Context: an optimization exercise on an open-source flow, tuned for small area. The choices shown serve that exercise and are no tape-out recipe.
At most, simulation tests tie the RTL to the original design; equivalence was not proved.
Function not checked in runs 2 and 3: the RTL went through the layout flow alone.
Power is estimated from default activity; no workload was simulated. The flow treats the clock pin as an ideal source, which a real chip does not have.

--- flow/config.mk ---
export PLATFORM = sky130hd
export DESIGN_NAME = mcc
export DESIGN_NICKNAME = mcc
export VERILOG_FILES = /design/flow/design.v
export SDC_FILE = /design/flow/constraint.sdc
export NUM_CORES = 4
export LEC_CHECK = 0
export CAP_MARGIN = 20
export CORE_MARGIN = 2
export CORE_UTILIZATION = 40
export PLACE_DENSITY = 0.6
export SLEW_MARGIN = 20
export SYNTH_HIERARCHICAL = 1
export SYNTH_MINIMUM_KEEP_SIZE = 0
--- flow/constraint.sdc ---
create_clock -name core_clock -period 10.0 [get_ports {clk}]
set_input_delay 2.0000 -clock core_clock [delete_from_list [all_inputs] [get_ports {clk}]]
set_output_delay 2.0000 -clock core_clock [all_outputs]
set_load 0.01 [all_outputs]
--- flow/design.v ---
module mcc (
    input  wire        clk,
    input  wire        rst_n,           
    input  wire [3:0]  cfg_slot,        
    input  wire        cmd_valid,
    output wire        cmd_ready,
    input  wire [7:0]  cmd,
    input  wire [7:0]  op_dir,
    input  wire [7:0]  op_mid,
    input  wire [7:0]  op_mt,
    input  wire [7:0]  op_midx,
    input  wire [8:0]  op_len,
    input  wire        op_delay_en,
    input  wire [15:0] op_delay,
    input  wire        op_bufsel,
    input  wire        op_level,
    input  wire [23:0] op_idexp,
    input  wire [8:0]  op_probelen,
    output reg         done,
    output reg  [7:0]  status,
    output wire [7:0]  res,
    output wire [1:0]  phase,
    output wire        ident_valid,
    output reg  [23:0] ident_id,
    output wire [2:0]  setup,
    output reg  [1:0]  reset_out,
    input  wire        txb_we,
    input  wire [5:0]  txb_addr,
    input  wire [7:0]  txb_wdata,
    input  wire        rb_sel,
    input  wire [5:0]  rb_addr,
    output wire [7:0]  rb_data,
    output wire        lnk_tx_valid,
    output wire [7:0]  lnk_tx_data,
    input  wire        lnk_rx_valid,
    input  wire [7:0]  lnk_rx_data,
    input  wire        lnk_err,
    output wire        rst_drive,
    output wire        rst_level,
    input  wire        rst_fail,
    output wire        rdy_sample,
    input  wire        rdy_in,
    input  wire        rdy_fail
);
    localparam FRAME_CAP = 64;
    localparam [7:0] C_CHK = 8'h01, C_WRH = 8'h02, C_VAL = 8'h03, C_ECHO = 8'h04;
    localparam [7:0] C_ESC = 8'h10, C_XCHG = 8'h11, C_WR = 8'h12, C_SRST = 8'h13;
    localparam [7:0] C_RRDY = 8'h14, C_XCHGE = 8'h15;
    localparam [7:0] C_RESET = 8'h20, C_BUILD = 8'h21, C_DEGRADE = 8'h22, C_ABANDON = 8'h23;
    localparam [7:0] R_OK = 8'h00, R_CHANNEL = 8'h01, R_RESETLINE = 8'h02, R_READYLINE = 8'h03;
    localparam [7:0] R_UNAVAIL = 8'h10, R_CKSUM = 8'h11, R_SERDE = 8'h12, R_IDMISMATCH = 8'h13;
    localparam [7:0] R_UNKNOWN = 8'h20, R_WRONGPHASE = 8'h21, R_SETUPFAILED = 8'h24;
    localparam [7:0] R_BADLEN = 8'h25, R_BADDIR = 8'h26, R_BADMT = 8'h27, R_NOTHING = 8'h29;
    localparam [2:0] S_IDLE = 3'd0, S_HDR = 3'd1, S_SCAN = 3'd2, S_GATE = 3'd3,
                     S_DELAY = 3'd4, S_XFER = 3'd5, S_RDRV = 3'd6, S_RWAIT = 3'd7;
    localparam [3:0] K_CHK = 4'd0, K_VAL = 4'd1, K_ECHO = 4'd2, K_WRH = 4'd3,
                     K_XCHG = 4'd4, K_WR = 4'd5, K_XCHGE = 4'd6, K_ESC = 4'd7,
                     K_BUILD = 4'd8, K_SRST = 4'd9, K_RESET = 4'd10, K_RRDY = 4'd11;
    reg [7:0]  txbuf [0:FRAME_CAP-1];
    reg [7:0]  rxbuf [0:FRAME_CAP-1];
    reg [3:0]  slot;
    reg [2:0]  st;
    reg [3:0]  cls;
    reg        sel;           
    reg        bcfg;          
    reg        bound;
    reg [5:0]  idx;
    reg [5:0]  lm1;           
    reg [5:0]  blen;          
    reg [7:0]  acc;           
    reg [15:0] dcnt;
    reg        rlvl;
    reg        f_ck, f_sd, f_ec;
    reg        dir2;
    reg [7:0]  b_mid, b_mt, b_midx;
    wire slot_bad = (slot == 4'd0) || (slot > 4'd8);
    assign setup       = {slot_bad, 1'b0, slot_bad};
    assign ident_valid = bound;
    wire len_ok   = (op_len >= 9'd7) && (op_len <= FRAME_CAP);
    wire plen_ok  = (op_probelen >= 9'd7) && (op_probelen <= FRAME_CAP);
    wire bplen_ok = (op_probelen >= 9'd10) && (op_probelen <= FRAME_CAP);
    wire dir_any  = (op_dir == 8'd1) || (op_dir == 8'd2);
    wire dir_to   = (op_dir == 8'd1);
    wire mt_ok    = (op_mt >= 8'd1) && (op_mt <= 8'd4);
    wire unid     = !bound;
    reg [7:0] refuse;
    always @(*) begin
        refuse = R_OK;
        if (slot_bad)
            refuse = R_SETUPFAILED;
        else begin
            case (cmd)
                C_CHK, C_VAL: if (!len_ok) refuse = R_BADLEN;
                C_WRH: begin
                    if (!len_ok)       refuse = R_BADLEN;
                    else if (!dir_any) refuse = R_BADDIR;
                    else if (!mt_ok)   refuse = R_BADMT;
                end
                C_ECHO, C_RRDY: refuse = R_OK;
                C_ESC: begin
                    if (!unid)         refuse = R_WRONGPHASE;
                    else if (!plen_ok) refuse = R_BADLEN;
                end
                C_XCHG, C_WR, C_XCHGE: begin
                    if (!bound)        refuse = R_WRONGPHASE;
                    else if (!len_ok)  refuse = R_BADLEN;
                    else if (!dir_to)  refuse = R_BADDIR;
                    else if (!mt_ok)   refuse = R_BADMT;
                end
                C_SRST, C_RESET: if (!unid) refuse = R_WRONGPHASE;
                C_BUILD: begin
                    if (!unid)                     refuse = R_WRONGPHASE;
                    else if (!bplen_ok || !len_ok) refuse = R_BADLEN;
                    else if (!dir_to)              refuse = R_BADDIR;
                    else if (!mt_ok)               refuse = R_BADMT;
                end
                C_DEGRADE: if (!bound) refuse = R_WRONGPHASE;
                C_ABANDON: refuse = R_NOTHING;
                default:   refuse = R_UNKNOWN;
            endcase
        end
    end
    wire       idle = (st == S_IDLE);
    wire [5:0] ra   = idle ? rb_addr : idx;
    wire       rs   = idle ? rb_sel : sel;
    wire [7:0]   plo = 8'd1 << ra[2:0];
    wire [15:0]  phi = 16'd1 << {rs, ra[5:3]};
    wire [127:0] rsel;
    wire [7:0]   rd;
    genvar gk, gb;
    generate
        for (gk = 0; gk < 128; gk = gk + 1) begin : g_sel
            mcc_nor2 u_sel (.a(~plo[gk % 8]), .b(~phi[gk / 8]), .y(rsel[gk]));
        end
        for (gb = 0; gb < 8; gb = gb + 1) begin : g_rd
            wire [127:0] d;
            for (gk = 0; gk < 64; gk = gk + 1) begin : g_d
                assign d[gk]      = txbuf[gk][gb];
                assign d[64 + gk] = rxbuf[gk][gb];
            end
            mcc_rdbit u_rd (.d(d), .s(rsel), .y(rd[gb]));
        end
    endgenerate
    assign rb_data = rd;
    assign res     = acc;
    wire probe   = (cls == K_ESC) || (cls == K_BUILD && !bcfg);
    wire is_last = (idx == lm1);
    reg [7:0] probe_byte;
    always @(*) begin
        if (idx == 6'd0 || idx == 6'd2)
            probe_byte = 8'd19;
        else if (idx == 6'd1)
            probe_byte = {2'b00, lm1};
        else if (is_last)
            probe_byte = {2'b00, lm1} + 8'd38;
        else
            probe_byte = 8'd0;
    end
    reg [7:0] hdr_byte;
    always @(*) begin
        case (idx[2:0])
            3'd0:    hdr_byte = {4'd0, slot};
            3'd1:    hdr_byte = {2'b00, lm1};
            3'd2:    hdr_byte = {6'd0, dir2, !dir2};
            3'd3:    hdr_byte = b_mid;
            3'd4:    hdr_byte = b_mt;
            default: hdr_byte = b_midx;
        endcase
    end
    reg [7:0] exp_byte;
    always @(*) begin
        case (idx[3:0])
            4'd1:    exp_byte = {2'b00, lm1};
            4'd2:    exp_byte = 8'd2;
            4'd3:    exp_byte = b_mid;
            4'd4:    exp_byte = b_mt;
            4'd5:    exp_byte = b_midx;
            4'd6:    exp_byte = ident_id[7:0];
            4'd7:    exp_byte = ident_id[15:8];
            default: exp_byte = ident_id[23:16];
        endcase
    end
    wire [7:0] cmp_byte = is_last ? acc : exp_byte;
    wire       mism     = (rd != cmp_byte);
    wire       hi0      = (idx[5:4] == 2'b00);
    wire       at1      = hi0 && (idx[3:0] == 4'd1);
    wire       at2      = hi0 && (idx[3:0] == 4'd2);
    wire       at345    = hi0 && (idx[3:0] == 4'd3 || idx[3:0] == 4'd4 || idx[3:0] == 4'd5);
    wire       at678    = hi0 && (idx[3:0] == 4'd6 || idx[3:0] == 4'd7 || idx[3:0] == 4'd8);
    assign cmd_ready    = idle;
    assign lnk_tx_valid = (st == S_XFER);
    assign lnk_tx_data  = !lnk_tx_valid ? 8'd0 : (probe ? probe_byte : rd);
    assign rst_drive    = (st == S_RDRV);
    assign rst_level    = rlvl;
    assign rdy_sample   = (st == S_GATE);
    assign phase        = {bound, (cls == K_RESET) && (st == S_RDRV || st == S_RWAIT)};
    wire tx_host = idle && txb_we && !cmd_valid;
    wire tx_hdr  = (st == S_HDR);
    wire tx_ck   = (st == S_SCAN) && is_last && !sel &&
                   (cls == K_WRH || cls == K_XCHG || cls == K_WR || cls == K_XCHGE || cls == K_BUILD);
    wire [5:0] wa = idle ? txb_addr : idx;
    wire [7:0] wd = idle ? txb_wdata : (tx_hdr ? hdr_byte : acc);
    always @(posedge clk) begin
        if (tx_host || tx_hdr || tx_ck)
            txbuf[wa] <= wd;
        if (st == S_XFER && lnk_rx_valid && !lnk_err)
            rxbuf[idx] <= lnk_rx_data;
    end
    always @(posedge clk) begin
        if (!rst_n)
            slot <= cfg_slot;
        if (idle && cmd_valid) begin
            b_mid  <= op_mid;
            b_mt   <= op_mt;
            b_midx <= op_midx;
            dir2   <= op_dir[1];
            blen   <= op_len[5:0] - 6'd1;
            if (!bound)
                ident_id <= op_idexp;
        end
    end
    always @(posedge clk) begin
        if (!rst_n) begin
            st        <= S_IDLE;
            done      <= 1'b0;
            status    <= R_OK;
            bound     <= 1'b0;
            reset_out <= 2'd0;
        end else begin
            done <= 1'b0;
            case (st)
                S_IDLE: begin
                    if (cmd_valid) begin
                        idx  <= 6'd0;
                        acc  <= 8'd0;
                        f_ck <= 1'b0;
                        f_sd <= 1'b0;
                        f_ec <= 1'b0;
                        bcfg <= 1'b0;
                        sel  <= op_bufsel;
                        lm1  <= op_len[5:0] - 6'd1;
                        dcnt <= op_delay_en ? op_delay : 16'd0;
                        rlvl <= op_level;
                        if (refuse != R_OK) begin
                            done   <= 1'b1;
                            status <= refuse;
                        end else begin
                            case (cmd)
                                C_CHK: begin cls <= K_CHK; st <= S_SCAN; end
                                C_VAL: begin cls <= K_VAL; st <= S_SCAN; end
                                C_ECHO: begin
                                    cls <= K_ECHO;
                                    lm1 <= 6'd6;
                                    st  <= S_SCAN;
                                end
                                C_WRH:   begin cls <= K_WRH;   sel <= 1'b0; st <= S_HDR; end
                                C_XCHG:  begin cls <= K_XCHG;  sel <= 1'b0; st <= S_HDR; end
                                C_WR:    begin cls <= K_WR;    sel <= 1'b0; st <= S_HDR; end
                                C_XCHGE: begin cls <= K_XCHGE; sel <= 1'b0; st <= S_HDR; end
                                C_ESC: begin
                                    cls <= K_ESC;
                                    lm1 <= op_probelen[5:0] - 6'd1;
                                    st  <= S_XFER;
                                end
                                C_BUILD: begin
                                    cls <= K_BUILD;
                                    lm1 <= op_probelen[5:0] - 6'd1;
                                    st  <= S_XFER;
                                end
                                C_SRST: begin cls <= K_SRST; st <= S_RDRV; end
                                C_RESET: begin
                                    cls  <= K_RESET;
                                    rlvl <= 1'b0;
                                    st   <= S_RDRV;
                                end
                                C_RRDY: begin cls <= K_RRDY; st <= S_GATE; end
                                default: begin    
                                    bound  <= 1'b0;
                                    done   <= 1'b1;
                                    status <= R_OK;
                                end
                            endcase
                        end
                    end
                end
                S_HDR: begin
                    idx <= idx + 6'd1;
                    if (idx == 6'd5) begin
                        idx <= 6'd0;
                        st  <= S_SCAN;
                    end
                end
                S_SCAN: begin
                    if (!is_last) begin
                        acc <= acc + rd;
                        idx <= idx + 6'd1;
                        if (probe) begin
                            if (at678 && mism) f_ec <= 1'b1;
                        end else begin
                            if (at1 && mism)   f_ck <= 1'b1;
                            if (at2 && mism)   f_sd <= 1'b1;
                            if (at345 && mism) f_ec <= 1'b1;
                        end
                    end else begin
                        done   <= 1'b1;
                        status <= R_OK;
                        st     <= S_IDLE;
                        case (cls)
                            K_CHK: ;
                            K_VAL:  acc <= {7'd0, !(f_ck || mism || f_sd)};
                            K_ECHO: acc <= {7'd0, !(f_sd || f_ec)};
                            K_WRH:  ;
                            default: begin
                                if (!sel) begin
                                    done <= 1'b0;
                                    st   <= S_GATE;
                                end else if (probe) begin
                                    if (mism)
                                        status <= R_CKSUM;
                                    else if (f_ec)
                                        status <= R_IDMISMATCH;
                                    else begin
                                        done <= 1'b0;
                                        bcfg <= 1'b1;
                                        sel  <= 1'b0;
                                        lm1  <= blen;
                                        idx  <= 6'd0;
                                        acc  <= 8'd0;
                                        st   <= S_HDR;
                                    end
                                end else begin
                                    if (f_ck || mism)
                                        status <= R_CKSUM;
                                    else if (f_sd || (cls == K_XCHGE && f_ec))
                                        status <= R_SERDE;
                                    else if (cls == K_BUILD)
                                        bound <= 1'b1;
                                end
                            end
                        endcase
                    end
                end
                S_GATE: begin
                    done <= 1'b1;
                    st   <= S_IDLE;
                    if (rdy_fail)
                        status <= R_READYLINE;
                    else if (cls == K_RRDY) begin
                        status <= R_OK;
                        acc    <= {7'd0, rdy_in};
                    end else if (!rdy_in)
                        status <= R_UNAVAIL;
                    else begin
                        done <= 1'b0;
                        idx  <= 6'd0;
                        st   <= S_DELAY;
                    end
                end
                S_DELAY: begin
                    if (dcnt == 16'd0)
                        st <= S_XFER;
                    else
                        dcnt <= dcnt - 16'd1;
                end
                S_XFER: begin
                    if (lnk_rx_valid) begin
                        idx <= idx + 6'd1;
                        if (lnk_err) begin
                            st     <= S_IDLE;
                            done   <= 1'b1;
                            status <= R_CHANNEL;
                        end else if (is_last) begin
                            idx  <= 6'd0;
                            acc  <= 8'd0;
                            f_ck <= 1'b0;
                            f_sd <= 1'b0;
                            f_ec <= 1'b0;
                            if (cls == K_ESC || cls == K_WR) begin
                                st     <= S_IDLE;
                                done   <= 1'b1;
                                status <= R_OK;
                            end else begin
                                sel <= 1'b1;
                                st  <= S_SCAN;
                            end
                        end
                    end
                end
                S_RDRV: begin
                    idx <= 6'd0;
                    if (rst_fail) begin
                        reset_out <= 2'd0;
                        st        <= S_IDLE;
                        done      <= 1'b1;
                        status    <= R_RESETLINE;
                    end else begin
                        reset_out <= rlvl ? 2'd2 : 2'd1;
                        if (cls == K_SRST) begin
                            st     <= S_IDLE;
                            done   <= 1'b1;
                            status <= R_OK;
                        end else
                            st <= S_RWAIT;
                    end
                end
                default: begin    
                    idx <= idx + 6'd1;
                    if (idx[5]) begin
                        if (!rlvl) begin
                            rlvl <= 1'b1;
                            st   <= S_RDRV;
                        end else begin
                            st     <= S_IDLE;
                            done   <= 1'b1;
                            status <= R_OK;
                        end
                    end
                end
            endcase
        end
    end
endmodule
module mcc_rdbit (
    input  wire [127:0] d,
    input  wire [127:0] s,
    output wire         y
);
    wire [42:0] g;
    genvar k;
    generate
        for (k = 0; k < 42; k = k + 1) begin : g_grp
            mcc_aoi222 u (.a(d[3*k]), .sa(s[3*k]), .b(d[3*k+1]), .sb(s[3*k+1]),
                          .c(d[3*k+2]), .sc(s[3*k+2]), .y(g[k]));
        end
    endgenerate
    mcc_aoi22 u_last (.a(d[126]), .sa(s[126]), .b(d[127]), .sb(s[127]), .y(g[42]));
    assign y = ~&g;
endmodule
module mcc_aoi222 (input wire a, input wire sa, input wire b, input wire sb,
                   input wire c, input wire sc, output wire y);
    assign y = ~((a & sa) | (b & sb) | (c & sc));
endmodule
module mcc_aoi22 (input wire a, input wire sa, input wire b, input wire sb, output wire y);
    assign y = ~((a & sa) | (b & sb));
endmodule
module mcc_nor2 (input wire a, input wire b, output wire y);
    assign y = ~(a | b);
endmodule
--- flow/run.sh ---
#!/bin/bash
# synth_recipe.tcl (not shown) runs the flow's synth.tcl, then flattens the netlist and writes it again
# the make line also repeats each setting of config.mk as NAME=value (left out here)
make -C /OpenROAD-flow-scripts/flow DESIGN_CONFIG=/design/flow/config.mk WORK_HOME=/design/flow/orfs CLKGATE_MAP_FILE= SYNTH_SCRIPT=/design/flow/synth_recipe.tcl finish
==> impl_metrics.tcl, run 1 <==
set metrics [dict create \
    vdd_drop_max_uv 163 \
    clockBufferDepth 3 \
    min-delay-start "status[3]" \
    path_clk_slew_ns 0.06 \
    cts.sinks 1142 \
    synth_most_common_cell "edfxtp_1" \
    grt_setup_unrepaired "false" \
    crit_start "rb_addr[1]" \
    cts_root_buf "clkbuf_16" \
    cts_buffers 112 \
    grt_max_degree 65 \
    critPathMaxFanout 9 \
    worst_pin_slew_ns 1.09 \
    crit_path_top_delay_cell "nor4_1" \
    row_count 122 \
    rr_startpoint "st[1]" \
    ys_seq_elements 1142 \
    fin_tns_setup_ns 0 \
    synth-seq-area-share 0.762 \
    drive_above_1_share 0.0854 \
    grt_usage 0.225 \
    fin_crit_ns 9.33 \
    hold_buffers 0 \
    max_freq_mhz 107 \
    drt_iter0_drc 5021 \
    grt_pass1_vias 28324 \
    syn_inst 2796 \
    p_leak_nw 16.4 \
    seqCellArea_um2 34200 \
    cap_violations 0 \
    syn_area_um2 44800 \
    crit_path_max_incr_delay_ns 0.90 \
    die_x_um 339 \
    setup_violations 0 \
    nNetsFinal 3275 \
    grt.busiest_layer "met2" \
    io_buffers 209 \
    die_y_um 339 \
    power_density_nw_per_um2 190 \
    synth_edf_count 1129 \
    ys_top_cells_by_area "edfxtp_1 (76%), a222oi_1 (7.6%), nor2_1 (3.0%), nand4_1 (1.3%), nand2_1 (1.2%)" \
    multi_input_area_um2 10300 \
    drcViolationCount 0 \
    grtUsageMet2 0.353 \
    wl_um 133000 \
    dieArea_um2 115000 \
    first_pass_iters 13 \
    area_growth_pct 17.5 \
    gr-total-overflow 0 \
    synth_flop_cell "edfxtp_1" \
    slew_viol_final 0 \
    vias 29360 \
    hold_path.class "register to register" \
    yosysWarnings 7 \
    outcome "no timing/DRC/antenna violations" \
    ys_top_cells_by_count "edfxtp_1 (1129), nor2_1 (353), a222oi_1 (341), nand2_1 (140), nand4_1 (91)" \
    crit_chain "clkdlybuf4s50_1 > a31o_2 > nand2_1 > nor2_1 > a222oi_1 > nand4_1 > nor4_1 > nand3_1 > a22oi_1 > nor2_1 > clkdlybuf4s50_1" \
    async_flop_share 0 \
    cts_post_setup_buffers_inserted 0 \
    fin_worst_skew_ns 0.0389 \
    route.detailed.wl_per_inst_um 28.3 \
    cpLargestDelayFamily "simple AND/OR/NAND/NOR gates" \
    dp_cells 4484 \
    clock_latency_ns 0.71 \
    gp_congestion 0.917 \
    grt_use_met1 0.310 \
    synth_area_per_cell_um2 16.0 \
    post-route-period-util 0.933 \
    htree_levels 3 \
    path_class "input port to output port" \
    critPathBufInv 2 \
    coreArea_um2 111000 \
    start_util 0.404 \
    synth_top_area_frac 0.756 \
    place_hpwl_um 89200 \
    synth_cell_types 90 \
    use_met3 0.0508 \
    crit_required_ns 8.00 \
    synth.largest_area_cell "edfxtp_1" \
    avgViaCountPerCell 6.25 \
    hold_viol_final 0 \
    antenna_found_initial 9 \
    boundaryPins 213 \
    grt_pass1_wl_um 192000 \
    cts_resized 0 \
    arrival_ns 7.33 \
    cp-start-kind "input port" \
    relSlewSlack 0.264 \
    fillers 9450 \
    end_kind "output port" \
    postRouteAntennaNets 0 \
    final_cells 4696 \
    cts_tree "built" \
]
==> cell type report <==
cell class | count | share of cell area
multi-input cells | 1548 | 0.196
repair buffers | 270 | 0.0476
well taps | 1488 | 0.0353
inverters | 36 | 0.00257
clock inverters | 77 | 0.0139
clock buffers | 134 | 0.0556
diodes | 1 | 0.0000475
flip-flops and latches | 1142 | 0.649
==> kinds of logic after synthesis <==
family	synth area share
DFF	0.762
adders and majority gates	0.00648
other	0.0000836
muxes	0.00329
xor gates and xnor gates	0.00918
and+or+nand+nor	0.0866
AOI/OAI and AO/OA	0.122
buffers and inverters	0.00991
==> state kept, by name (all words and copies together) (netlist names), 4 cells and up <==
| register | count |
|---|---|
| b_mt | 8 |
| slot | 4 |
| b_midx | 8 |
| txbuf | 512 |
| acc | 8 |
| idx | 6 |
| dcnt | 16 |
| rxbuf | 512 |
| status | 6 |
| ident_id | 24 |
| lm1 | 6 |
| cls | 4 |
| b_mid | 8 |
| blen | 6 |
==> placed cells by master, fill, tap and decap left out, types with 13 or more instances in the layout <==
master           instances
clkinv_2                21
edfxtp_1              1129
nor2_1                 352
clkinv_1                35
clkdlybuf4s50_1        201
xnor2_1                 27
nand2_1                138
buf_4                   60
nor4_1                  30
inv_1                   32
a21oi_1                 59
dfxtp_1                 13
o21ai_0                 60
nand4_1                 91
ha_1                    20
nor2b_1                 26
clkbuf_1                20
o31ai_1                 16
a222oi_1               341
nand3_1                 64
clkbuf_16              114
nor3_1                  41
xor2_1                  20
==> worst register-to-register path, delay by kind of cell (launching register included) <==
family,cells,cell delay (ns)
simple gates,9,4.20
buf+inv,2,0.69
compound gates,7,2.63
flops,1,0.52
==> per-module statistics from Yosys, one instance, submodules excluded <==
module,cells,times used
mcc_nor2,1,128
mcc_rdbit,15,8
mcc,2204,1
mcc_aoi22,1,8
mcc_aoi222,1,336
==> per-stage QoR <==
step | util | total power [mW] | setup WS, ns | hold WS (ns) | cell area [um^2]
finish | 0.475 | 10.0 | 0.674 | 0.457 | 52700
global route | 0.475 | 10.3 | 0.736 | 0.487 | 52700
CTS | 0.475 | 10.1 | 0.981 | 0.459 | 52700
detailed placement | 0.442 | 5.91 | 0.850 | 0.452 | 49000
global placement | 0.442 | 5.91 | 0.787 | 0.444 | 49000
floorplan | - | 5.62 | 3.29 | 0.463 | 44800
==> worst paths after layout <==
| kind | cells after the start | slack (ns) | endpoint |
|---|---|---|---|
| worst max-delay path | 11 | 0.67 | lnk_tx_data[5] |
| worst min-delay path | 2 | 0.46 | status[3] |
| worst max register to register | 18 | 1.60 | acc[2] |
| worst min register to register | 2 | 0.46 | status[3] |
==> per-layer routing <==
layer	share of wire	vias up
met2	0.46	1775
met3	0.11	268
li1	-	12547
met1	0.40	14756
met4	0.031	14
met5	0.00069	-
==> report_power, final <==
part / switching (mW) / internal, mW
logic: 0.327 / 0.175
clock network: 1.80 / 2.40
registers: 0.0256 / 5.29
total: 2.15 / 7.86
==> run 2: changes to the inputs <==
--- a/flow/design.v
+++ b/flow/design.v
@@ -53,9 +53,9 @@
     localparam [7:0] R_BADLEN = 8'h25, R_BADDIR = 8'h26, R_BADMT = 8'h27, R_NOTHING = 8'h29;
     localparam [2:0] S_IDLE = 3'd0, S_HDR = 3'd1, S_SCAN = 3'd2, S_GATE = 3'd3,
                      S_DELAY = 3'd4, S_XFER = 3'd5, S_RDRV = 3'd6, S_RWAIT = 3'd7;
-    localparam [3:0] K_CHK = 4'd0, K_VAL = 4'd1, K_ECHO = 4'd2, K_WRH = 4'd3,
-                     K_XCHG = 4'd4, K_WR = 4'd5, K_XCHGE = 4'd6, K_ESC = 4'd7,
-                     K_BUILD = 4'd8, K_SRST = 4'd9, K_RESET = 4'd10, K_RRDY = 4'd11;
+    localparam [3:0] K_CHK = 4'd0, K_VAL = 4'd1, K_ECHO = 4'd2, K_RRDY = 4'd3,
+                     K_WRH = 4'd4, K_XCHG = 4'd5, K_WR = 4'd6, K_XCHGE = 4'd7,
+                     K_ESC = 4'd8, K_BUILD = 4'd9, K_SRST = 4'd10, K_RESET = 4'd11;
     reg [7:0]  txbuf [0:FRAME_CAP-1];
     reg [7:0]  rxbuf [0:FRAME_CAP-1];
     reg [3:0]  slot;
@@ -69,6 +69,7 @@
     reg [5:0]  blen;          
     reg [7:0]  acc;           
     reg [15:0] dcnt;
+    reg        den;
     reg        rlvl;
     reg        f_ck, f_sd, f_ec;
     reg        dir2;
@@ -144,68 +145,54 @@
     assign rb_data = rd;
     assign res     = acc;
     wire probe   = (cls == K_ESC) || (cls == K_BUILD && !bcfg);
+    wire pr      = probe && !sel;             
     wire is_last = (idx == lm1);
-    reg [7:0] probe_byte;
-    always @(*) begin
-        if (idx == 6'd0 || idx == 6'd2)
-            probe_byte = 8'd19;
-        else if (idx == 6'd1)
-            probe_byte = {2'b00, lm1};
-        else if (is_last)
-            probe_byte = {2'b00, lm1} + 8'd38;
-        else
-            probe_byte = 8'd0;
-    end
-    reg [7:0] hdr_byte;
-    always @(*) begin
-        case (idx[2:0])
-            3'd0:    hdr_byte = {4'd0, slot};
-            3'd1:    hdr_byte = {2'b00, lm1};
-            3'd2:    hdr_byte = {6'd0, dir2, !dir2};
-            3'd3:    hdr_byte = b_mid;
-            3'd4:    hdr_byte = b_mt;
-            default: hdr_byte = b_midx;
-        endcase
-    end
-    reg [7:0] exp_byte;
+    wire hi0     = (idx[5:4] == 2'b00);
+    reg [7:0] g_lo;
     always @(*) begin
         case (idx[3:0])
-            4'd1:    exp_byte = {2'b00, lm1};
-            4'd2:    exp_byte = 8'd2;
-            4'd3:    exp_byte = b_mid;
-            4'd4:    exp_byte = b_mt;
-            4'd5:    exp_byte = b_midx;
-            4'd6:    exp_byte = ident_id[7:0];
-            4'd7:    exp_byte = ident_id[15:8];
-            default: exp_byte = ident_id[23:16];
+            4'd0:    g_lo = pr ? 8'd19 : {4'd0, slot};
+            4'd1:    g_lo = {2'b00, lm1};
+            4'd2:    g_lo = pr ? 8'd19 : ((st == S_HDR) ? {6'd0, dir2, !dir2} : 8'd2);
+            4'd3:    g_lo = b_mid;
+            4'd4:    g_lo = b_mt;
+            4'd5:    g_lo = b_midx;
+            4'd6:    g_lo = ident_id[7:0];
+            4'd7:    g_lo = ident_id[15:8];
+            4'd8:    g_lo = ident_id[23:16];
+            default: g_lo = 8'd0;
         endcase
     end
-    wire [7:0] cmp_byte = is_last ? acc : exp_byte;
-    wire       mism     = (rd != cmp_byte);
-    wire       hi0      = (idx[5:4] == 2'b00);
-    wire       at1      = hi0 && (idx[3:0] == 4'd1);
-    wire       at2      = hi0 && (idx[3:0] == 4'd2);
-    wire       at345    = hi0 && (idx[3:0] == 4'd3 || idx[3:0] == 4'd4 || idx[3:0] == 4'd5);
-    wire       at678    = hi0 && (idx[3:0] == 4'd6 || idx[3:0] == 4'd7 || idx[3:0] == 4'd8);
+    wire [7:0] gen = is_last ? (pr ? {2'b00, lm1} + 8'd38 : acc) :
+                     (!hi0 || (pr && idx[3:0] > 4'd2)) ? 8'd0 : g_lo;
+    wire mism  = (rd != gen);
+    wire at1   = hi0 && (idx[3:0] == 4'd1);
+    wire at2   = hi0 && (idx[3:0] == 4'd2);
+    wire at345 = hi0 && (idx[3:0] == 4'd3 || idx[3:0] == 4'd4 || idx[3:0] == 4'd5);
+    wire at678 = hi0 && (idx[3:0] == 4'd6 || idx[3:0] == 4'd7 || idx[3:0] == 4'd8);
     assign cmd_ready    = idle;
     assign lnk_tx_valid = (st == S_XFER);
-    assign lnk_tx_data  = !lnk_tx_valid ? 8'd0 : (probe ? probe_byte : rd);
+    assign lnk_tx_data  = !lnk_tx_valid ? 8'd0 : (pr ? gen : rd);
     assign rst_drive    = (st == S_RDRV);
     assign rst_level    = rlvl;
     assign rdy_sample   = (st == S_GATE);
     assign phase        = {bound, (cls == K_RESET) && (st == S_RDRV || st == S_RWAIT)};
+    wire frame   = (cls == K_WRH || cls == K_XCHG || cls == K_WR || cls == K_XCHGE || cls == K_BUILD);
     wire tx_host = idle && txb_we && !cmd_valid;
     wire tx_hdr  = (st == S_HDR);
-    wire tx_ck   = (st == S_SCAN) && is_last && !sel &&
-                   (cls == K_WRH || cls == K_XCHG || cls == K_WR || cls == K_XCHGE || cls == K_BUILD);
+    wire tx_ck   = (st == S_SCAN) && is_last && !sel && frame;
     wire [5:0] wa = idle ? txb_addr : idx;
-    wire [7:0] wd = idle ? txb_wdata : (tx_hdr ? hdr_byte : acc);
+    wire [7:0] wd = idle ? txb_wdata : gen;
     always @(posedge clk) begin
         if (tx_host || tx_hdr || tx_ck)
             txbuf[wa] <= wd;
         if (st == S_XFER && lnk_rx_valid && !lnk_err)
             rxbuf[idx] <= lnk_rx_data;
     end
+    wire is_pcmd = (cmd == C_ESC) || (cmd == C_BUILD);
+    wire [5:0] len_src = idle ? ((cmd == C_ECHO) ? 6'd0 : (is_pcmd ? op_probelen[5:0] : op_len[5:0]))
+                              : blen;
+    wire [5:0] len_m1  = len_src - 6'd1;
     always @(posedge clk) begin
         if (!rst_n)
             slot <= cfg_slot;
@@ -214,10 +201,13 @@
             b_mt   <= op_mt;
             b_midx <= op_midx;
             dir2   <= op_dir[1];
-            blen   <= op_len[5:0] - 6'd1;
+            blen   <= op_len[5:0];
+            dcnt   <= op_delay;
+            den    <= op_delay_en;
             if (!bound)
                 ident_id <= op_idexp;
-        end
+        end else if (st == S_DELAY)
+            dcnt <= dcnt - 16'd1;
     end
     always @(posedge clk) begin
         if (!rst_n) begin
@@ -237,43 +227,26 @@
                         f_sd <= 1'b0;
                         f_ec <= 1'b0;
                         bcfg <= 1'b0;
-                        sel  <= op_bufsel;
-                        lm1  <= op_len[5:0] - 6'd1;
-                        dcnt <= op_delay_en ? op_delay : 16'd0;
-                        rlvl <= op_level;
+                        sel  <= op_bufsel && (cmd == C_CHK || cmd == C_VAL || cmd == C_ECHO);
+                        lm1  <= len_m1;
+                        rlvl <= op_level && (cmd != C_RESET);
                         if (refuse != R_OK) begin
                             done   <= 1'b1;
                             status <= refuse;
                         end else begin
                             case (cmd)
-                                C_CHK: begin cls <= K_CHK; st <= S_SCAN; end
-                                C_VAL: begin cls <= K_VAL; st <= S_SCAN; end
-                                C_ECHO: begin
-                                    cls <= K_ECHO;
-                                    lm1 <= 6'd6;
-                                    st  <= S_SCAN;
-                                end
-                                C_WRH:   begin cls <= K_WRH;   sel <= 1'b0; st <= S_HDR; end
-                                C_XCHG:  begin cls <= K_XCHG;  sel <= 1'b0; st <= S_HDR; end
-                                C_WR:    begin cls <= K_WR;    sel <= 1'b0; st <= S_HDR; end
-                                C_XCHGE: begin cls <= K_XCHGE; sel <= 1'b0; st <= S_HDR; end
-                                C_ESC: begin
-                                    cls <= K_ESC;
-                                    lm1 <= op_probelen[5:0] - 6'd1;
-                                    st  <= S_XFER;
-                                end
-                                C_BUILD: begin
-                                    cls <= K_BUILD;
-                                    lm1 <= op_probelen[5:0] - 6'd1;
-                                    st  <= S_XFER;
-                                end
-                                C_SRST: begin cls <= K_SRST; st <= S_RDRV; end
-                                C_RESET: begin
-                                    cls  <= K_RESET;
-                                    rlvl <= 1'b0;
-                                    st   <= S_RDRV;
-                                end
-                                C_RRDY: begin cls <= K_RRDY; st <= S_GATE; end
+                                C_CHK:   begin cls <= K_CHK;   st <= S_SCAN; end
+                                C_VAL:   begin cls <= K_VAL;   st <= S_SCAN; end
+                                C_ECHO:  begin cls <= K_ECHO;  st <= S_SCAN; end
+                                C_WRH:   begin cls <= K_WRH;   st <= S_HDR;  end
+                                C_XCHG:  begin cls <= K_XCHG;  st <= S_HDR;  end
+                                C_WR:    begin cls <= K_WR;    st <= S_HDR;  end
+                                C_XCHGE: begin cls <= K_XCHGE; st <= S_HDR;  end
+                                C_ESC:   begin cls <= K_ESC;   st <= S_XFER; end
+                                C_BUILD: begin cls <= K_BUILD; st <= S_XFER; end
+                                C_SRST:  begin cls <= K_SRST;  st <= S_RDRV; end
+                                C_RESET: begin cls <= K_RESET; st <= S_RDRV; end
+                                C_RRDY:  begin cls <= K_RRDY;  st <= S_GATE; end
                                 default: begin    
                                     bound  <= 1'b0;
                                     done   <= 1'b1;
@@ -323,7 +296,7 @@
                                         done <= 1'b0;
                                         bcfg <= 1'b1;
                                         sel  <= 1'b0;
-                                        lm1  <= blen;
+                                        lm1  <= len_m1;
                                         idx  <= 6'd0;
                                         acc  <= 8'd0;
                                         st   <= S_HDR;
@@ -353,14 +326,12 @@
                     else begin
                         done <= 1'b0;
                         idx  <= 6'd0;
-                        st   <= S_DELAY;
+                        st   <= den ? S_DELAY : S_XFER;
                     end
                 end
                 S_DELAY: begin
                     if (dcnt == 16'd0)
                         st <= S_XFER;
-                    else
-                        dcnt <= dcnt - 16'd1;
                 end
                 S_XFER: begin
                     if (lnk_rx_valid) begin
--- a/flow/config.mk
+++ b/flow/config.mk
@@ -7,8 +7,10 @@
 export LEC_CHECK = 0
 export CAP_MARGIN = 20
 export CORE_MARGIN = 2
-export CORE_UTILIZATION = 40
-export PLACE_DENSITY = 0.6
+export CORE_UTILIZATION = 55
+export CTS_CLUSTER_DIAMETER = 100
+export CTS_CLUSTER_SIZE = 30
+export PLACE_DENSITY = 0.7
 export SLEW_MARGIN = 20
 export SYNTH_HIERARCHICAL = 1
 export SYNTH_MINIMUM_KEEP_SIZE = 0
==> impl_metrics.tcl, run 2 <==
set metrics [dict create \
    die_y_um 288 \
    cap_violations 0 \
    cp-start-kind "input port" \
    grt_pass1_vias 27314 \
    grt_usage 0.294 \
    preCtsSetupSlack_ns 0.805 \
    total_power_mw 11.8 \
    synth_top_area_frac 0.762 \
    synth-simple-area-share 0.0833 \
    hold_viol_final 0 \
    crit_path_top_delay_cell "nand2_1" \
    die_x_um 288 \
    route.detailed.wl_per_inst_um 30.8 \
    crit_chain "clkdlybuf4s50_1 > nand3b_1 > o31ai_1 > nand2_1 > nor2_1 > a222oi_1 > nand4_1 > nor4_1 > nand3_1 > nor2_1 > a211oi_1 > clkdlybuf4s50_1" \
    htree_levels 2 \
    place_hpwl_um 83600 \
    outcome "no timing/DRC/antenna violations" \
    p_leak_nw 14.9 \
    power_density_nw_per_um2 240 \
    reg_top3 "rxbuf x512, txbuf x512, ident_id x24" \
    drt_iter0_drc 5709 \
    path_clk_slew_ns 0.09 \
    cts_tree "built" \
    cts_root_buf "clkbuf_16" \
    yosysWarnings 7 \
    io_buffers 209 \
    arrival_ns 7.40 \
    clock_latency_ns 0.64 \
    first_pass_iters 15 \
    layout_common_cells "edfxtp_1 (1130), nor2_1 (371), a222oi_1 (339)" \
    fillers 5734 \
    gr-total-overflow 0 \
    ys_seq_elements 1143 \
    slew_viol_final 0 \
    ys_top_cells_by_area "edfxtp_1 (76%), a222oi_1 (7.6%), nor2_1 (3.2%), nand4_1 (1.2%), nand2_1 (1.0%)" \
    synth_area_per_cell_um2 16.3 \
    setup_ws_ns 0.601 \
    synthMuxAreaShare 0.00427 \
    synthXorXnorAreaFrac 0.00826 \
    avgViaCountPerCell 7.13 \
    postRouteAntennaNets 0 \
    antenna_found_initial 1 \
    synth.largest_area_cell "edfxtp_1" \
    fin_hold_ws_ns 0.512 \
    hold_buffers 0 \
    hold_path.class "register to register" \
    synth_edf_count 1130 \
    synth_most_common_cell "edfxtp_1" \
    grt_pass1_wl_um 180000 \
    setup_violations 0 \
    vdd_drop_max_uv 225 \
    ys_top_cells_by_count "edfxtp_1 (1130), nor2_1 (374), a222oi_1 (339), nand2_1 (121), nand4_1 (86)" \
    clockBufferDepth 3 \
    fin_worst_skew_ns 0.0280 \
    dieArea_um2 83200 \
    coreArea_um2 80300 \
    boundaryPins 213 \
    cts.sinks 1143 \
    max_freq_mhz 106 \
    syn_inst 2728 \
    vias 28686 \
    row_count 104 \
    grt_setup_unrepaired "false" \
    placed_cell_area_um2 48000 \
    synth_compound_area_frac 0.121 \
    worst_pin_slew_ns 1.21 \
    synth-seq-area-share 0.768 \
    cts_post_setup_buffers_inserted 0 \
    grt_max_degree 65 \
    path_class "input port to output port" \
    syn_area_um2 44500 \
    crit_required_ns 8.00 \
    start_util 0.554 \
    gp_congestion 0.944 \
    async_flop_share 0 \
    synth_top_family_by_area "compound AO/OA/AOI/OAI gates" \
    crit_path_max_incr_delay_ns 0.92 \
    drcViolationCount 0 \
    area_growth_pct 10.5 \
    fin_area_um2 49200 \
    drive_above_1_share 0.0509 \
    nNetsFinal 3119 \
    layout_commonest_cell "edfxtp_1" \
    fin_tns_setup_ns 0 \
    synth_flop_cell "edfxtp_1" \
    wl_um 124000 \
    critPathMaxFanout 12 \
    synthAdderAreaFrac 0.00506 \
    cts_resized 0 \
    synth_cell_types 99 \
    end_kind "output port" \
    fin_crit_ns 9.40 \
    relSlewSlack 0.191 \
    post-route-period-util 0.940 \
    cts_buffers 44 \
]
run 2: cell count changes after synthesis, sizes merged, moves of 8 or more:
| cell | change |
|---|---|
| mux2i | +11 |
| a21oi | +13 |
| nor2 | +21 |
| o21ai | -16 |
| buf | +11 |
| xor2 | -10 |
| nand3 | -19 |
| clkbuf | -17 |
| nand2 | -18 |
| nor3 | -8 |
| nor2b | -16 |
run 2: power by group:
| part | total (mW) | switching (mW) | internal (mW) |
|---|---|---|---|
| clock network | 2.19 | 1.35 | 0.842 |
| logic | 3.48 | 2.52 | 0.968 |
| registers | 6.15 | 0.150 | 6.00 |
run 2: layout make-up:
type / count / area [um^2] / share of cell area
Clock buffer: 47 / 1150 / 0.0235
Inverter: 31 / 116 / 0.00237
Tap cell: 1060 / 1330 / 0.0270
Multi-Input combinational cell: 1490 / 9980 / 0.203
Clock inverter: 3 / 53.8 / 0.00109
Sequential cell: 1143 / 34200 / 0.695
Antenna cell: 1 / 2.50 / 0.0000509
Timing Repair Buffer: 250 / 2370 / 0.0482
run 2: logic make-up (layout without fill, tap and decap cells):
family	after synthesis	in the layout
AOI/OAI and AO/OA	625	625
xor gates and xnor gates	42	42
muxes	19	19
adders and majority gates	17	17
other	1	4
and+or+nand+nor	784	784
DFF	1143	1143
buffers and inverters	97	331
run 2: final timing paths:
kind	start	end	slack [ns]	depth (start not counted)
max	rb_addr[1]	lnk_tx_data[1]	0.60	12
min	status[5]	status[5]	0.51	2
max reg2reg	st[0]	lm1[5]	1.30	20
min reg2reg	status[5]	status[5]	0.51	2
run 2: per-layer routing:
layer  vias up  GRT usage  routed length [um]
li1      12003          -                   -
met1     14242      0.413               45700
met2      2166      0.459               57400
met3       275     0.0617               15400
met4         0      0.111                5330
met5         -          0                   0
run 2: critical path, delay by kind of cell:
kind	cells	cell delay, ns
simple gates	7	3.62
compound gates	3	0.71
buf+inv	2	1.04
run 2: modules after synthesis (local to each module, per instance):
| module | area (um^2) | copies in the design | flip-flops and latches | cells inside |
|---|---|---|---|---|
| mcc_aoi22 | 12.5 | 8 | 0 | 1 |
| mcc | 39800 | 1 | 1143 | 2136 |
| mcc_aoi222 | 10.0 | 336 | 0 | 1 |
| mcc_nor2 | 3.75 | 128 | 0 | 1 |
| mcc_rdbit | 90.1 | 8 | 0 | 15 |
run 2: metrics by stage:
| stage | utilization | std cells |
|---|---|---|
| 2_1_floorplan | - | 2730 |
| 3_3_place_gp | 0.598 | 3974 |
| 3_5_place_dp | 0.598 | 3974 |
| 4_1_cts | 0.613 | 4024 |
| 5_1_grt | 0.613 | 4024 |
| 6_report | 0.613 | 4025 |
==> run 3: changes to the inputs <==
==> flow/flow/run.sh (new file) <==
#!/bin/bash
# Layout flow: the standard ORFS flow (standard.sh, unchanged synthesis),
# with two tool options changed:
#  - port buffers use the smallest buffer cell instead of the default choice;
#  - clock tree: larger sink clusters and no dummy loads.
# Every port still gets its buffer, and the clock tree is built by CTS as usual.
set -euo pipefail
export BUFFER_PORTS_ARGS="-buffer_cell sky130_fd_sc_hd__buf_1"
export CTS_ARGS="-sink_clustering_enable -repair_clock_nets -sink_clustering_size 30 -sink_clustering_max_diameter 100 -dont_use_dummy_load"
bash standard.sh > standard_flow.log 2>&1
==> flow/standard.sh (new file) <==
#!/bin/bash
# synth_recipe.tcl (not shown) runs the flow's synth.tcl, then flattens the netlist and writes it again
# the make line also repeats each setting of config.mk as NAME=value (left out here)
make -C /OpenROAD-flow-scripts/flow DESIGN_CONFIG=/design/flow/config.mk WORK_HOME=/design/flow/orfs CLKGATE_MAP_FILE= SYNTH_SCRIPT=/design/flow/synth_recipe.tcl "${@:-finish}"
--- a/flow/config.mk
+++ b/flow/config.mk
@@ -8,8 +8,6 @@
 export CAP_MARGIN = 20
 export CORE_MARGIN = 2
 export CORE_UTILIZATION = 55
-export CTS_CLUSTER_DIAMETER = 100
-export CTS_CLUSTER_SIZE = 30
 export PLACE_DENSITY = 0.7
 export SLEW_MARGIN = 20
 export SYNTH_HIERARCHICAL = 1
removed: flow/run.sh
==> impl_metrics.tcl, run 3 <==
set metrics [dict create \
    outcome "no timing/DRC/antenna violations" \
    p_leak_nw 14.3 \
    crit_required_ns 8.00 \
    reg_top3 "rxbuf x512, txbuf x512, ident_id x24" \
    post-route-period-util 0.855 \
    hold_path.class "register to register" \
    grt_max_degree 65 \
    fin_worst_skew_ns 0.0892 \
    drcViolationCount 0 \
    dieArea_um2 83200 \
    start_util 0.554 \
    fin_tns_setup_ns 0 \
    layout_common_cells "edfxtp_1 (1130), nor2_1 (371), a222oi_1 (339)" \
    place_hpwl_um 82300 \
    cts_buffers 44 \
    async_flop_share 0 \
    coreArea_um2 80300 \
    cap_violations 0 \
    wl_um 122000 \
    grt_pass1_wl_um 179000 \
    critPathBufInv 2 \
    yosysWarnings 7 \
    clock_latency_ns 0.65 \
    boundaryPins 213 \
    worst_pin_slew_ns 1.18 \
    dp_cells 3967 \
    crit_chain "buf_1 > nor3_1 > a31o_2 > nand2_1 > nor2_1 > a222oi_1 > nand4_1 > nor4_1 > nand3_1 > nor2_1 > a211oi_1 > buf_1" \
    max_freq_mhz 117 \
    fin_crit_ns 8.55 \
    nNetsFinal 3112 \
    setup_ws_ns 1.45 \
    ys_top_cells_by_area "edfxtp_1 (76%), a222oi_1 (7.6%), nor2_1 (3.2%), nand4_1 (1.2%), nand2_1 (1.0%)" \
    synth_edf_count 1130 \
    synth_top_area_frac 0.762 \
    cp-start-kind "input port" \
    area_growth_pct 7.33 \
    avgViaCountPerCell 7.13 \
    die_y_um 288 \
    cts.sinks 1143 \
    synth_flop_cell "edfxtp_1" \
    hold_viol_final 0 \
    preCtsSetupSlack_ns 1.41 \
    final_cells 4013 \
    gr-total-overflow 0 \
    fillers 5860 \
    layout_commonest_cell "edfxtp_1" \
    fin_util 0.595 \
    slew_viol_final 0 \
    io_buffers 209 \
    grt_setup_unrepaired "false" \
    cts_tree "built" \
    first_pass_iters 14 \
    hold_buffers 0 \
    relSlewSlack 0.209 \
    htree_levels 2 \
    vdd_drop_max_uv 294 \
    critPathMaxFanout 12 \
    route.detailed.wl_per_inst_um 30.5 \
    postRouteAntennaNets 0 \
    setup_violations 0 \
    clockBufferDepth 3 \
    path_clk_slew_ns 0.08 \
    cts_post_setup_buffers_inserted 0 \
    synth_most_common_cell "edfxtp_1" \
    row_count 104 \
    cpLargestDelayFamily "simple AND/OR/NAND/NOR gates" \
    drive_above_1_share 0.0474 \
    grt_usage 0.291 \
    syn_area_um2 44500 \
    path_class "input port to output port" \
    arrival_ns 6.55 \
    die_x_um 288 \
    power_density_nw_per_um2 242 \
    synth.largest_area_cell "edfxtp_1" \
    cts_root_buf "clkbuf_16" \
    vias 28624 \
    ys_top_cells_by_count "edfxtp_1 (1130), nor2_1 (374), a222oi_1 (339), nand2_1 (121), nand4_1 (86)" \
    synth_cell_types 99 \
    synth_area_per_cell_um2 16.3 \
    antenna_found_initial 1 \
    gp_congestion 0.991 \
    crit_path_max_incr_delay_ns 0.84 \
    total_power_mw 11.6 \
    synth-seq-area-share 0.768 \
    crit_path_top_delay_cell "nor4_1" \
    grt_pass1_vias 27674 \
    end_kind "output port" \
    syn_inst 2728 \
    cts_resized 0 \
    drt_iter0_drc 5561 \
    ys_seq_elements 1143 \
]
==> run 3: cell counts after synthesis <==
Identical to the previous run, type by type.
==> run 3: path summary, 6_finish.rpt <==
| check | start | endpoint | slack, ns | cells past startpoint |
|---|---|---|---|---|
| worst max-delay path | rb_addr[1] | lnk_tx_data[1] | 1.45 | 12 |
| worst min-delay path | reset_out[0] | reset_out[0] | 0.51 | 2 |
| worst max register to register | st[2] | lm1[3] | 1.78 | 19 |
| worst min register to register | reset_out[0] | reset_out[0] | 0.51 | 2 |
==> run 3: report_power, final <==
group,leakage [nW],switching (mW),internal [mW]
Combinational,3.41,2.49,0.798
Sequential,10.3,0.142,6.00
Clock,0.542,1.32,0.797
==> run 3: cells by family after synthesis <==
logic type | synth area share
compound gates | 0.121
xor+xnor | 0.00826
fa+ha+maj | 0.00506
buf+inv | 0.00978
flops | 0.768
mux | 0.00427
other cells | 0.0000843
simple gates | 0.0833
==> run 3: per-stage QoR <==
stage / hold WS [ns] / instance area (um^2)
CTS: 0.516 / 47800
floorplan: 0.489 / 44500
global route: 0.532 / 47800
detailed placement: 0.497 / 46700
finish: 0.514 / 47800
global placement: 0.493 / 46700
==> run 3: final cells by class <==
| type | instances | area [um^2] | area share |
|---|---|---|---|
| Antenna cell | 2 | 5.00 | 0.000105 |
| Inverter | 31 | 116 | 0.00244 |
| Sequential cell | 1143 | 34200 | 0.716 |
| Tap cell | 1060 | 1330 | 0.0278 |
| Multi-Input combinational cell | 1490 | 9980 | 0.209 |
| Timing Repair Buffer | 243 | 1050 | 0.0220 |
| Clock buffer | 44 | 1100 | 0.0230 |
==> run 3: worst reg2reg max path: stages, from the launching register on <==
cell,delay [ns]
dfxtp_1,0.58
nor2_1,0.40
nand2_2,0.09
inv_1,0.51
buf_4,0.45
o31ai_1,0.13
nand2_1,0.72
nor2_1,0.38
a222oi_1,0.47
nand4_1,0.29
nor4_1,0.80
nand3_1,0.58
inv_1,0.22
and3_1,0.19
o31a_1,0.14
o211ai_1,0.09
nor4_1,0.31
nand4_1,0.46
or3_1,0.54
o21ai_1,0.50
==> run 3: modules after synthesis (local to each module, per instance) <==
module	flip-flops and latches	times used	cells inside	cell area [um^2]
mcc_aoi222	0	336	1	10.0
mcc_rdbit	0	8	15	90.1
mcc	1143	1	2136	39800
mcc_nor2	0	128	1	3.75
mcc_aoi22	0	8	1	12.5
==> run 3: routing by layer <==
metal  wire (um)  track usage  vias up  part of all wire
met5           0            0        -                 0
met4        5510        0.113        0             0.045
met3       14800       0.0547      311              0.12
met2       57200        0.463     2193              0.47
met1       44800        0.401    14127              0.37
li1            -            -    11993                 -
==> run 4: changes to the inputs <==
--- a/flow/design.v
+++ b/flow/design.v
@@ -148,28 +148,58 @@
     wire pr      = probe && !sel;             
     wire is_last = (idx == lm1);
     wire hi0     = (idx[5:4] == 2'b00);
-    reg [7:0] g_lo;
-    always @(*) begin
-        case (idx[3:0])
-            4'd0:    g_lo = pr ? 8'd19 : {4'd0, slot};
-            4'd1:    g_lo = {2'b00, lm1};
-            4'd2:    g_lo = pr ? 8'd19 : ((st == S_HDR) ? {6'd0, dir2, !dir2} : 8'd2);
-            4'd3:    g_lo = b_mid;
-            4'd4:    g_lo = b_mt;
-            4'd5:    g_lo = b_midx;
-            4'd6:    g_lo = ident_id[7:0];
-            4'd7:    g_lo = ident_id[15:8];
-            4'd8:    g_lo = ident_id[23:16];
-            default: g_lo = 8'd0;
-        endcase
-    end
-    wire [7:0] gen = is_last ? (pr ? {2'b00, lm1} + 8'd38 : acc) :
-                     (!hi0 || (pr && idx[3:0] > 4'd2)) ? 8'd0 : g_lo;
+    wire hdr  = (st == S_HDR);
+    wire [8:0] at;                
+    genvar gi;
+    generate
+        for (gi = 0; gi < 9; gi = gi + 1) begin : g_at
+            assign at[gi] = hi0 && (idx[3:0] == gi) && !is_last;
+        end
+    endgenerate
+    wire e_acc  = is_last && !pr;
+    wire e_pck  = is_last && pr;
+    wire e_slot = at[0] && !pr;
+    wire e_lm1  = at[1];
+    wire e_19   = (at[0] || at[2]) && pr;
+    wire e_dir  = at[2] && !pr && hdr;
+    wire e_2    = at[2] && !pr && !hdr;
+    wire e_mid  = at[3] && !pr;
+    wire e_mt   = at[4] && !pr;
+    wire e_midx = at[5] && !pr;
+    wire e_id0  = at[6] && !pr;
+    wire e_id1  = at[7] && !pr;
+    wire e_id2  = at[8] && !pr;
+    wire [7:0] pck = {2'b00, lm1} + 8'd38;    
+    wire [7:0] gen;
+    mcc_aoi_or #(12) u_g0 (.y(gen[0]),
+        .d({acc[0], pck[0], slot[0], lm1[0], e_19, !dir2, b_mid[0], b_mt[0], b_midx[0], ident_id[0], ident_id[8], ident_id[16]}),
+        .s({e_acc,  e_pck,  e_slot,  e_lm1,  e_19, e_dir,  e_mid,    e_mt,    e_midx,    e_id0,       e_id1,       e_id2}));
+    mcc_aoi_or #(13) u_g1 (.y(gen[1]),
+        .d({acc[1], pck[1], slot[1], lm1[1], e_19, dir2,  e_2, b_mid[1], b_mt[1], b_midx[1], ident_id[1], ident_id[9], ident_id[17]}),
+        .s({e_acc,  e_pck,  e_slot,  e_lm1,  e_19, e_dir, e_2, e_mid,    e_mt,    e_midx,    e_id0,       e_id1,       e_id2}));
+    mcc_aoi_or #(10) u_g2 (.y(gen[2]),
+        .d({acc[2], pck[2], slot[2], lm1[2], b_mid[2], b_mt[2], b_midx[2], ident_id[2], ident_id[10], ident_id[18]}),
+        .s({e_acc,  e_pck,  e_slot,  e_lm1,  e_mid,    e_mt,    e_midx,    e_id0,       e_id1,        e_id2}));
+    mcc_aoi_or #(10) u_g3 (.y(gen[3]),
+        .d({acc[3], pck[3], slot[3], lm1[3], b_mid[3], b_mt[3], b_midx[3], ident_id[3], ident_id[11], ident_id[19]}),
+        .s({e_acc,  e_pck,  e_slot,  e_lm1,  e_mid,    e_mt,    e_midx,    e_id0,       e_id1,        e_id2}));
+    mcc_aoi_or #(10) u_g4 (.y(gen[4]),
+        .d({acc[4], pck[4], lm1[4], e_19, b_mid[4], b_mt[4], b_midx[4], ident_id[4], ident_id[12], ident_id[20]}),
+        .s({e_acc,  e_pck,  e_lm1,  e_19, e_mid,    e_mt,    e_midx,    e_id0,       e_id1,        e_id2}));
+    mcc_aoi_or #(9) u_g5 (.y(gen[5]),
+        .d({acc[5], pck[5], lm1[5], b_mid[5], b_mt[5], b_midx[5], ident_id[5], ident_id[13], ident_id[21]}),
+        .s({e_acc,  e_pck,  e_lm1,  e_mid,    e_mt,    e_midx,    e_id0,       e_id1,        e_id2}));
+    mcc_aoi_or #(8) u_g6 (.y(gen[6]),
+        .d({acc[6], pck[6], b_mid[6], b_mt[6], b_midx[6], ident_id[6], ident_id[14], ident_id[22]}),
+        .s({e_acc,  e_pck,  e_mid,    e_mt,    e_midx,    e_id0,       e_id1,        e_id2}));
+    mcc_aoi_or #(8) u_g7 (.y(gen[7]),
+        .d({acc[7], pck[7], b_mid[7], b_mt[7], b_midx[7], ident_id[7], ident_id[15], ident_id[23]}),
+        .s({e_acc,  e_pck,  e_mid,    e_mt,    e_midx,    e_id0,       e_id1,        e_id2}));
     wire mism  = (rd != gen);
-    wire at1   = hi0 && (idx[3:0] == 4'd1);
-    wire at2   = hi0 && (idx[3:0] == 4'd2);
-    wire at345 = hi0 && (idx[3:0] == 4'd3 || idx[3:0] == 4'd4 || idx[3:0] == 4'd5);
-    wire at678 = hi0 && (idx[3:0] == 4'd6 || idx[3:0] == 4'd7 || idx[3:0] == 4'd8);
+    wire at1   = at[1];
+    wire at2   = at[2];
+    wire at345 = at[3] || at[4] || at[5];
+    wire at678 = at[6] || at[7] || at[8];
     assign cmd_ready    = idle;
     assign lnk_tx_valid = (st == S_XFER);
     assign lnk_tx_data  = !lnk_tx_valid ? 8'd0 : (pr ? gen : rd);
@@ -417,3 +447,27 @@
 module mcc_nor2 (input wire a, input wire b, output wire y);
     assign y = ~(a | b);
 endmodule
+module mcc_aoi_or #(parameter N = 3) (
+    input  wire [N-1:0] d,
+    input  wire [N-1:0] s,
+    output wire         y
+);
+    localparam NG = N / 3;
+    localparam R  = N % 3;
+    localparam NT = NG + (R != 0 ? 1 : 0);
+    wire [NT-1:0] g;
+    genvar k;
+    generate
+        for (k = 0; k < NG; k = k + 1) begin : g_grp
+            mcc_aoi222 u (.a(d[3*k]), .sa(s[3*k]), .b(d[3*k+1]), .sb(s[3*k+1]),
+                          .c(d[3*k+2]), .sc(s[3*k+2]), .y(g[k]));
+        end
+        if (R == 2) begin : g_r2
+            mcc_aoi22 u (.a(d[3*NG]), .sa(s[3*NG]), .b(d[3*NG+1]), .sb(s[3*NG+1]), .y(g[NG]));
+        end
+        if (R == 1) begin : g_r1
+            assign g[NG] = ~(d[3*NG] & s[3*NG]);
+        end
+    endgenerate
+    assign y = ~&g;
+endmodule
--- a/flow/flow/run.sh
+++ b/flow/flow/run.sh
@@ -6,5 +6,5 @@
 # Every port still gets its buffer, and the clock tree is built by CTS as usual.
 set -euo pipefail
 export BUFFER_PORTS_ARGS="-buffer_cell sky130_fd_sc_hd__buf_1"
-export CTS_ARGS="-sink_clustering_enable -repair_clock_nets -sink_clustering_size 30 -sink_clustering_max_diameter 100 -dont_use_dummy_load"
+export CTS_ARGS="-sink_clustering_enable -repair_clock_nets -sink_clustering_size 20 -sink_clustering_max_diameter 60 -dont_use_dummy_load -buf_list sky130_fd_sc_hd__clkbuf_8 -root_buf sky130_fd_sc_hd__clkbuf_16"
 bash standard.sh > standard_flow.log 2>&1
==> impl_metrics.tcl, run 4 <==
set metrics [dict create \
    cp-start-kind "register" \
    fillers 5856 \
    ys_seq_elements 1143 \
    ys_top_cells_by_count "edfxtp_1 (1130), a222oi_1 (360), nor2_1 (336), nand2_1 (153), nand4_1 (94)" \
    preCtsSetupSlack_ns 1.50 \
    boundaryPins 213 \
    relSlewSlack 0.234 \
    cts_post_setup_buffers_inserted 0 \
    cts_tree "built" \
    clock_latency_ns 0.62 \
    hold_viol_final 0 \
    slew_viol_final 0 \
    min_path_cells 2 \
    synth_most_common_cell "edfxtp_1" \
    grt_use_met1 0.397 \
    reg_top3 "rxbuf x512, txbuf x512, ident_id x24" \
    p_clk_frac 0.270 \
    grt_pass1_vias 27150 \
    post-route-period-util 0.895 \
    fin_area_um2 47400 \
    grt_usage 0.288 \
    ff2ff_setup_slack_ns 1.74 \
    antenna_found_initial 9 \
    switching_share 0.213 \
    row_count 103 \
    use_met3 0.0505 \
    hold_buffers 0 \
    async_flop_share 0 \
    fin_tns_setup_ns 0 \
    gp_congestion 0.952 \
    vias 28056 \
    rr_startpoint "st[0]" \
    path_clk_slew_ns 0.12 \
    grt_setup_unrepaired "false" \
    synth_top_area_frac 0.768 \
    syn_inst 2657 \
    postRouteAntennaNets 0 \
    path_class "register to output port" \
    synth_area_per_cell_um2 16.6 \
    crit_path_max_incr_delay_ns 0.89 \
    cts.sinks 1143 \
    p_leak_nw 14.2 \
    layout_commonest_cell "edfxtp_1" \
    end_kind "output port" \
    place_hpwl_um 81200 \
    cpLargestDelayFamily "simple AND/OR/NAND/NOR gates" \
    max_freq_mhz 112 \
    fin_hold_ws_ns 0.473 \
    syn_area_um2 44200 \
    critPathBufInv 3 \
    grt_max_degree 65 \
    grt.busiest_layer "met2" \
    die_y_um 287 \
    synth_flop_cell "edfxtp_1" \
    gr-total-overflow 0 \
    crit_required_ns 8.00 \
    drive_above_1_share 0.0548 \
    fin_worst_skew_ns 0.0794 \
    yosysWarnings 7 \
    crit_chain "nor2_1 > nand2_1 > inv_2 > o31ai_1 > nand2_1 > buf_4 > nor2_1 > a222oi_1 > nand4_1 > nor4_1 > nand3_1 > nand2_1 > a21oi_1 > buf_1" \
    area_growth_pct 7.35 \
    seq_power_share 0.681 \
    route.detailed.wl_per_inst_um 30.2 \
    cts_buffers 74 \
    cts_resized 0 \
    fin_crit_ns 8.95 \
    r2r_end "lm1[4]" \
    crit_top_cell "nand2_1" \
    synth-seq-area-share 0.774 \
    die_x_um 287 \
    avgViaCountPerCell 7.06 \
    outcome "no timing/DRC/antenna violations" \
    p_int_mw 6.14 \
    min-delay-start "status[2]" \
    min_to "status[2]" \
    cts_root_buf "clkbuf_16" \
    drcViolationCount 0 \
    coreArea_um2 79300 \
    pwr-share-comb 0.049 \
    htree_levels 3 \
    power_switching_mw 1.66 \
    first_pass_iters 15 \
    dieArea_um2 82600 \
    synth.largest_area_cell "edfxtp_1" \
    nNetsFinal 3081 \
    arrival_ns 6.95 \
    cap_violations 0 \
    crit_cells 14 \
    setup_violations 0 \
    rr_worst_depth 15 \
    wl_um 120000 \
    hold_path.class "register to register" \
    io_buffers 209 \
    power_density_nw_per_um2 164 \
    crit_path_top_delay_cell "nand2_1" \
    start_util 0.558 \
    clockBufferDepth 3 \
    grtUsageMet2 0.465 \
    vdd_drop_max_uv 130 \
    placed_cell_area_um2 46300 \
    drt_iter0_drc 5655 \
    synth_cell_types 102 \
    setup_ws_ns 1.05 \
    synth_edf_count 1130 \
    ys_top_cells_by_area "edfxtp_1 (77%), a222oi_1 (8.2%), nor2_1 (2.9%), nand4_1 (1.3%), nand2_1 (1.3%)" \
    grt_pass1_wl_um 175000 \
    worst_pin_slew_ns 1.15 \
    layout_common_cells "edfxtp_1 (1130), a222oi_1 (360), nor2_1 (335)" \
    critPathMaxFanout 47 \
]
[run 4: cell count changes in the layout (fill, tap and decap cells not counted), moves of 14 or more]
cell and change:
nand2_1 +28, a222oi_1 +21, o21ai_0 -14, nor2_1 -36, clkbuf_16 -35, clkbuf_8 +65
[run 4: per-layer routing]
layer | part of all wire | up-vias
li1 | - | 11830
met1 | 0.37 | 13995
met4 | 0.036 | 12
met2 | 0.48 | 1965
met3 | 0.11 | 254
met5 | 0.00058 | -
[run 4: power groups by stage]
stage | clock network, mW | logic [mW] | registers (mW)
floorplan | 0 | 0.180 | 5.41
global route | 2.27 | 0.409 | 5.31
global placement | 0 | 0.369 | 5.42
CTS | 2.12 | 0.379 | 5.31
detailed placement | 0 | 0.378 | 5.42
finish | 2.11 | 0.384 | 5.31
[run 4: cell type report]
cell class / instances / area (um^2) / area share
diodes: 6 / 15.0 / 0.000316
inverters: 25 / 93.8 / 0.00198
multi-input cells: 1439 / 9690 / 0.204
well taps: 1050 / 1310 / 0.0277
flip-flops and latches: 1143 / 34200 / 0.721
clock buffers: 74 / 1120 / 0.0236
repair buffers: 239 / 1020 / 0.0215
[run 4: worst max-delay path by stage]
stage / slack (ns) / to / from
2_1_floorplan: 3.72 / bcfg / rb_addr[3]
3_3_place_gp: 1.56 / lnk_tx_data[1] / rb_addr[2]
3_5_place_dp: 1.50 / lnk_tx_data[1] / rb_addr[1]
4_1_cts: 1.37 / lnk_tx_data[1] / st[0]
5_1_grt: 1.01 / lnk_tx_data[1] / st[0]
6_report: 1.05 / lnk_tx_data[0] / st[0]
[run 4: worst register-to-register path, cell delays in order, from the launching register on]
cell and delay, ns:
dfxtp_1 0.58, nor2_1 0.34, nand2_1 0.14, inv_2 0.76
o31ai_1 0.19, nand2_1 0.89, buf_4 0.35, nor2_1 0.18
a222oi_1 0.62, nand4_1 0.29, nor4_1 0.89, nand3_1 0.69
xnor2_1 0.37, nand4_1 0.14, or4_1 0.63, a2111oi_2 0.84
[run 4: per-module statistics from Yosys (local to each module, per instance), excerpt]
module | area [um^2] | flops+latches | cells
mcc | 39200 | 1143 | 2027
mcc_aoi22 | 12.5 | 0 | 1
mcc_aoi222 | 10.0 | 0 | 1
mcc_nor2 | 3.75 | 0 | 1
mcc_rdbit | 90.1 | 0 | 15
[run 4: cells by family (layout without fill, tap and decap cells)]
group                    count (synthesis)  count (layout)  share of synthesized area
other                                    1              10                  0.0000848
flip-flops                            1143            1143                      0.774
AO/OA/AOI/OAI                          564             564                      0.114
AND/OR/NAND/NOR                        791             791                     0.0858
buffers and inverters                   78             338                    0.00801
multiplexers                            15              15                    0.00343
XOR/XNOR                                48              48                    0.00951
adder cells (fa/ha/maj)                 17              17                    0.00510
[run 4: stage by stage]
step / total power [mW] / instances / utilization
floorplan: 5.59 / 2660 / -
global placement: 5.79 / 3896 / 0.584
detailed placement: 5.80 / 3896 / 0.584
CTS: 7.81 / 3970 / 0.598
global route: 8.00 / 3973 / 0.599
finish: 7.80 / 3976 / 0.599

static timing again, ports no longer ideal:
No port has a modelled driver above. Below, the same layouts with a new extraction and two added sets of constraints. Step 1 (the two cells are an assumption about what drives the block):
set clk [get_ports {clk}]
set_driving_cell -lib_cell sky130_fd_sc_hd__clkbuf_16 $clk
set_driving_cell -lib_cell sky130_fd_sc_hd__buf_2 [delete_from_list [all_inputs] $clk]
Step 2 times the ports against the registers' clock, not the clock port: input delays grow and output delays shrink by t, the midpoint of the rising clock arrivals with the driver on. Slacks: ideal ports / drivers / drivers and shift; pairs: ideal ports / drivers.
run	t (ns)	setup WS [ns]	worst hold slack (ns)
run 1	0.771	0.674 / 0.653 / 0.641	0.457 / 0.457 / 0.457
run 2	0.699	0.601 / 0.495 / 0.468	0.512 / 0.512 / 0.512
run 3	0.677	1.447 / 1.411 / 1.114	0.514 / 0.514 / 0.514
run 4	0.657	1.050 / 0.982 / 1.109	0.473 / 0.473 / 0.473
After both steps every run listed still meets setup and hold. For run 3, which loses most, drivers alone change the setup slack by -0.036 ns; drivers and shift together by -0.333 ns.
